Background: an optimization exercise with open tools, aiming at small area, a short achievable clock period and few clock cycles per item. Do not read the settings as production practice.
Where RTL was checked, it was by simulation tests only, not by an equivalence proof against the original.

red:
==> flow/design.v <==
module pd_unit (
    input  wire        clk,
    input  wire        rst,           
    input  wire        req_valid,
    output wire        req_ready,
    input  wire        req_op,        
    input  wire [3:0]  req_width,     
    input  wire [63:0] req_value,     
    input  wire [71:0] req_field,     
    output reg         resp_valid,
    output wire [7:0]  resp_status,
    output wire [71:0] resp_field,    
    output wire [63:0] resp_value     
);
    localparam integer EB  = 8;                  
    localparam integer NCE = (64 + EB - 1) / EB;   
    localparam integer NCD = 6;                  
    localparam integer NC  = (NCE > NCD) ? NCE : NCD;
    localparam integer HW  = 4 * ((EB * 3 + 9) / 10);   
    wire width_bad = (req_width == 4'd0) || (req_width > 4'd9);
    reg [63:0] limit;
    always @(*) begin
        case (req_width)
            4'd1:    limit = 64'd100;
            4'd2:    limit = 64'd10000;
            4'd3:    limit = 64'd1000000;
            4'd4:    limit = 64'd100000000;
            4'd5:    limit = 64'd10000000000;
            4'd6:    limit = 64'd1000000000000;
            4'd7:    limit = 64'd100000000000000;
            4'd8:    limit = 64'd10000000000000000;
            default: limit = 64'd1000000000000000000;
        endcase
    end
    wire range_bad = (req_value >= limit);
    reg [17:0] dm;
    integer i;
    always @(*) begin
        for (i = 0; i < 18; i = i + 1)
            dm[i] = (i / 2 < req_width);
    end
    reg digit_bad;
    always @(*) begin
        digit_bad = 1'b0;
        for (i = 0; i < 18; i = i + 1)
            if (dm[i] && req_field[4*i +: 4] > 4'd9)
                digit_bad = 1'b1;
    end
    wire [2:0] st_in = width_bad ? 3'd6
                     : req_op    ? (digit_bad ? 3'd4 : 3'd0)
                     :             (range_bad ? 3'd5 : 3'd0);
    reg  [71:0]   fm;                 
    reg  [NC-1:0] nz;                 
    reg  [EB*NCE-1:0] vin;
    integer c;
    always @(*) begin
        vin = {{(EB*NCE-64){1'b0}}, req_value};
        for (i = 0; i < 18; i = i + 1)
            fm[4*i +: 4] = req_field[4*i +: 4] & {4{dm[i]}};
        nz = {NC{1'b0}};
        if (req_op) begin
            for (c = 0; c < NCD; c = c + 1)
                nz[c] = |fm[12*c +: 12];
        end else begin
            for (c = 0; c < NCE; c = c + 1)
                nz[c] = |vin[EB*c +: EB];
        end
    end
    wire [71:0] a_in = req_op ? fm : {8'd0, req_value};
    reg  [NC-1:0] lo_oh;
    reg           ab1, ab2;
    always @(*) begin
        ab1 = 1'b0;
        ab2 = 1'b0;
        lo_oh = {NC{1'b0}};
        for (c = NC - 1; c >= 2; c = c - 1) begin
            lo_oh[c-2] = nz[c] && !ab2;
            ab2        = ab2 || nz[c];
        end
        ab1 = ab2 || nz[1];
        lo_oh[0] = lo_oh[0] || !ab2;
    end
    reg  [71:0]   a;
    reg           a_v;       
    reg           a_first;   
    reg           a_h1;      
    reg           a_h2;      
    reg  [NC-1:0] a_sel;     
    reg           a_op;
    reg  [2:0]    a_st;      
    reg  [9:0]    c2_lo;     
    reg  [11:0]   c2_h2;     
    reg  [9:0]    c2_h1;
    reg           c2_v, c2_op, c2_first, c2_last;
    reg  [2:0]    c2_st;
    reg  [9:0]    c3_lo;     
    reg  [19:0]   c3_hi;     
    reg           c3_v, c3_op, c3_first, c3_last;
    reg  [2:0]    c3_st;
    reg  [71:0]   b;
    reg  [2:0]    rst_r;     
    reg           rfe;       
    reg           rfv;       
    assign req_ready = !a_v || a_sel[0];
    wire accept = req_valid && req_ready;
    wire [NC-1:0] h1_sel = a_h1 ? {a_sel[NC-2:0], 1'b0} : {NC{1'b0}};
    wire [NC-1:0] h2_sel = a_h2 ? {a_sel[NC-3:0], 2'b0} : {NC{1'b0}};
    reg  [11:0] lo_g, h1_g, h2_g;     
    reg  [EB-1:0] lo_b, h1_b, h2_b;   
    reg  [EB*NCE-1:0] av;
    always @(*) begin
        av = {{(EB*NCE-64){1'b0}}, a[63:0]};
        lo_g = 12'd0; h1_g = 12'd0; h2_g = 12'd0;
        lo_b = {EB{1'b0}}; h1_b = {EB{1'b0}}; h2_b = {EB{1'b0}};
        for (c = 0; c < NCD; c = c + 1) begin
            lo_g = lo_g | (a[12*c +: 12] & {12{a_sel[c]}});
            h1_g = h1_g | (a[12*c +: 12] & {12{h1_sel[c]}});
            h2_g = h2_g | (a[12*c +: 12] & {12{h2_sel[c]}});
        end
        for (c = 0; c < NCE; c = c + 1) begin
            lo_b = lo_b | (av[EB*c +: EB] & {EB{a_sel[c]}});
            h1_b = h1_b | (av[EB*c +: EB] & {EB{h1_sel[c]}});
            h2_b = h2_b | (av[EB*c +: EB] & {EB{h2_sel[c]}});
        end
    end
    function [9:0] val3;              
        input [11:0] g;
        begin
            val3 = {g[11:8], 6'd0} + {1'b0, g[11:8], 5'd0} + {4'd0, g[11:8], 2'd0}
                 + {3'd0, g[7:4], 3'd0} + {5'd0, g[7:4], 1'b0} + {6'd0, g[3:0]};
        end
    endfunction
    function [71:0] dabble;
        input [71:0]   x;
        input [EB-1:0] bits;
        reg   [71:0] e, n;
        reg   [3:0]  dd;
        reg          cc;
        integer l, k;
        begin
            e = x;
            for (l = EB - 1; l >= 0; l = l - 1) begin
                for (k = 0; k < 18; k = k + 1) begin
                    dd = e[4*k +: 4];
                    cc = (k == 0) ? bits[l] : e[4*k-1];
                    n[4*k+3] = dd[2] | (dd[1] & (dd[0] | cc));
                    n[4*k+2] = cc ? dd[2] : (dd[1] & ~dd[0]);
                    n[4*k+1] = dd[0] & (cc ? ~dd[2] : ~dd[1]);
                    n[4*k]   = (cc ^ dd[1]) | dd[2];
                end
                e = n;
            end
            dabble = e;
        end
    endfunction
    wire [71:0] h2_full = dabble(72'd0, h2_b);
    wire [11:0] h2_e    = h2_full[11:0];
    wire [71:0] hj_full = dabble({60'd0, c2_h2}, c2_h1[EB-1:0]);
    wire [19:0] hj_d    = {c2_h2[9:0], 10'd0} - {6'd0, c2_h2[9:0], 4'd0}
                        - {7'd0, c2_h2[9:0], 3'd0} + {10'd0, c2_h1};
    wire [71:0] b_in     = c3_first ? {52'd0, c3_hi} : b;
    wire [71:0] enc_next = dabble(b_in, c3_lo[EB-1:0]);
    wire [59:0] bb = b_in[59:0];
    wire [59:0] dec_next = {bb[49:0], 10'd0} - {bb[55:0], 4'd0} - {bb[56:0], 3'd0}
                         + {50'd0, c3_lo};
    wire [71:0] b_next = c3_op ? {12'd0, dec_next} : enc_next;
    always @(posedge clk) begin
        b        <= b_next;
        c2_lo    <= a_op ? val3(lo_g) : {{(10-EB){1'b0}}, lo_b};
        c2_h2    <= a_op ? {2'd0, val3(h2_g)} : h2_e;
        c2_h1    <= a_op ? val3(h1_g) : {{(10-EB){1'b0}}, h1_b};
        c2_op    <= a_op;
        c2_first <= a_first;
        c2_last  <= a_sel[0];
        c2_st    <= a_st;
        c3_lo    <= c2_lo;
        c3_hi    <= c2_op ? hj_d : hj_full[19:0];
        c3_op    <= c2_op;
        c3_first <= c2_first;
        c3_last  <= c2_last;
        c3_st    <= c2_st;
        rst_r    <= c3_st;
        rfe      <= (c3_st == 3'd0) && !c3_op;
        rfv      <= (c3_st == 3'd0) && c3_op;
        if (accept) begin
            a     <= a_in;
            a_sel <= lo_oh;
            a_h1  <= ab1;
            a_h2  <= ab2;
            a_op  <= req_op;
            a_st  <= st_in;
        end else begin
            a_sel <= {1'b0, a_sel[NC-1:1]};
        end
        if (rst) begin
            a_v        <= 1'b0;
            c2_v       <= 1'b0;
            c3_v       <= 1'b0;
            resp_valid <= 1'b0;
        end else begin
            resp_valid <= c3_v && c3_last;
            c3_v       <= c2_v;
            c2_v       <= a_v;
            a_first    <= accept;
            if (accept)
                a_v <= 1'b1;
            else if (a_sel[0])
                a_v <= 1'b0;
        end
    end
    reg [71:0] bcd;
    reg [3:0]  qr;
    integer m;
    always @(*) begin
        for (m = 0; m < 18; m = m + 1) begin
            qr = b[4*m +: 4];
            bcd[4*m+3] = qr[3] & (qr[2] | (qr[1] & qr[0]));
            bcd[4*m+2] = qr[3] ? ~(qr[2] | (qr[1] & qr[0])) : qr[2];
            bcd[4*m+1] = qr[3] ? ((qr[1] ^ qr[0]) & ~qr[2]) : qr[1];
            bcd[4*m]   = qr[3] ? ~(qr[0] ^ qr[2]) : (qr[0] & ~qr[2]);
        end
    end
    assign resp_status = {5'd0, rst_r};
    assign resp_field  = rfe ? bcd : 72'd0;
    assign resp_value  = rfv ? {4'd0, b[59:0]} : 64'd0;
endmodule
Settings: LEC_CHECK=0, ABC_AREA=1, CAP_MARGIN=20, CORE_MARGIN=2, CORE_UTILIZATION=45, SETUP_SLACK_MARGIN=2.2, SLEW_MARGIN=20; clock period 6.0 ns.
run.sh (not shown) runs the stock make flow with config.mk's settings and CLKGATE_MAP_FILE= SYNTH_SCRIPT=/design/flow/synth_recipe.tcl, a recipe that flattens the netlist after the stock synthesis.
Testbench counts of red, summed over its fixed seeds: cycles 3,109, items 2,400.
#### Input delta (blue over red)
diff --git a/flow/design.v b/flow/design.v
--- a/flow/design.v
+++ b/flow/design.v
@@ -154,7 +154,35 @@
         end
     endfunction
-    wire [71:0] h2_full = dabble(72'd0, h2_b);
+    function [71:0] dabble_small;
+        input [71:0]   x;
+        input [EB-1:0] bits;
+        input integer  ib;
+        reg   [71:0] e, n;
+        reg   [3:0]  dd;
+        reg          cc;
+        integer l, k, nd;
+        begin
+            e = x;
+            for (l = EB - 1; l >= 0; l = l - 1) begin
+                nd = ((ib + EB - l) * 30103 + 99999) / 100000;
+                n = 72'd0;
+                for (k = 0; k < 18; k = k + 1) begin
+                    if (k < nd) begin
+                        dd = e[4*k +: 4];
+                        cc = (k == 0) ? bits[l] : e[4*k-1];
+                        n[4*k+3] = dd[2] | (dd[1] & (dd[0] | cc));
+                        n[4*k+2] = cc ? dd[2] : (dd[1] & ~dd[0]);
+                        n[4*k+1] = dd[0] & (cc ? ~dd[2] : ~dd[1]);
+                        n[4*k]   = (cc ^ dd[1]) | dd[2];
+                    end
+                end
+                e = n;
+            end
+            dabble_small = e;
+        end
+    endfunction
+    wire [71:0] h2_full = dabble_small(72'd0, h2_b, 0);
     wire [11:0] h2_e    = h2_full[11:0];
-    wire [71:0] hj_full = dabble({60'd0, c2_h2}, c2_h1[EB-1:0]);
+    wire [71:0] hj_full = dabble_small({60'd0, c2_h2}, c2_h1[EB-1:0], EB);
     wire [19:0] hj_d    = {c2_h2[9:0], 10'd0} - {6'd0, c2_h2[9:0], 4'd0}
                         - {7'd0, c2_h2[9:0], 3'd0} + {10'd0, c2_h1};
Notes after the runs:
Higher clock buffer count from CTS was reported by red, not blue.
Sequential share of cell area delta for blue relative to red: 0.16 points higher
Of red and blue, the higher number of clock buffer instances in the layout belongs to blue.
Going from red to blue, initial antenna violation count higher; critical path depth picked up an extra 4; worst setup slack has decreased; vias per cell +1.6%; final instance area went down 1.3%.
Diff red -> blue: count of inserted tapcells down 9.
Only the layout flow was run in blue; the RTL was not checked for function there.

re-timing with driven ports:
The results above use ideal ports. As a check the final layouts listed here were re-extracted and re-timed, cells and wires unchanged. Step 1 (the two cells are an assumption about what drives the block):
set clk [get_ports {clk}]
set_driving_cell -lib_cell sky130_fd_sc_hd__clkbuf_16 $clk
set_driving_cell -lib_cell sky130_fd_sc_hd__buf_2 [delete_from_list [all_inputs] $clk]
Step 2 times the ports against the registers' clock, not the clock port: input delays grow and output delays shrink by t, the midpoint of the rising clock arrivals with the driver on. a / b / c = ideal ports / drivers / drivers and shift; a / b = the first two.
| run | shift t [ns] | setup WS [ns] | worst setup path after step 2 |
|---|---|---|---|
| red | 0.673 | 2.166 / 2.166 / 1.774 | input to register |
| blue | 0.677 | 2.119 / 2.119 / 1.709 | input to register |
After both steps every run listed still meets setup and hold. The setup slack of blue, which loses most, moves by 0.000 ns with the drivers and by -0.410 ns with both steps.
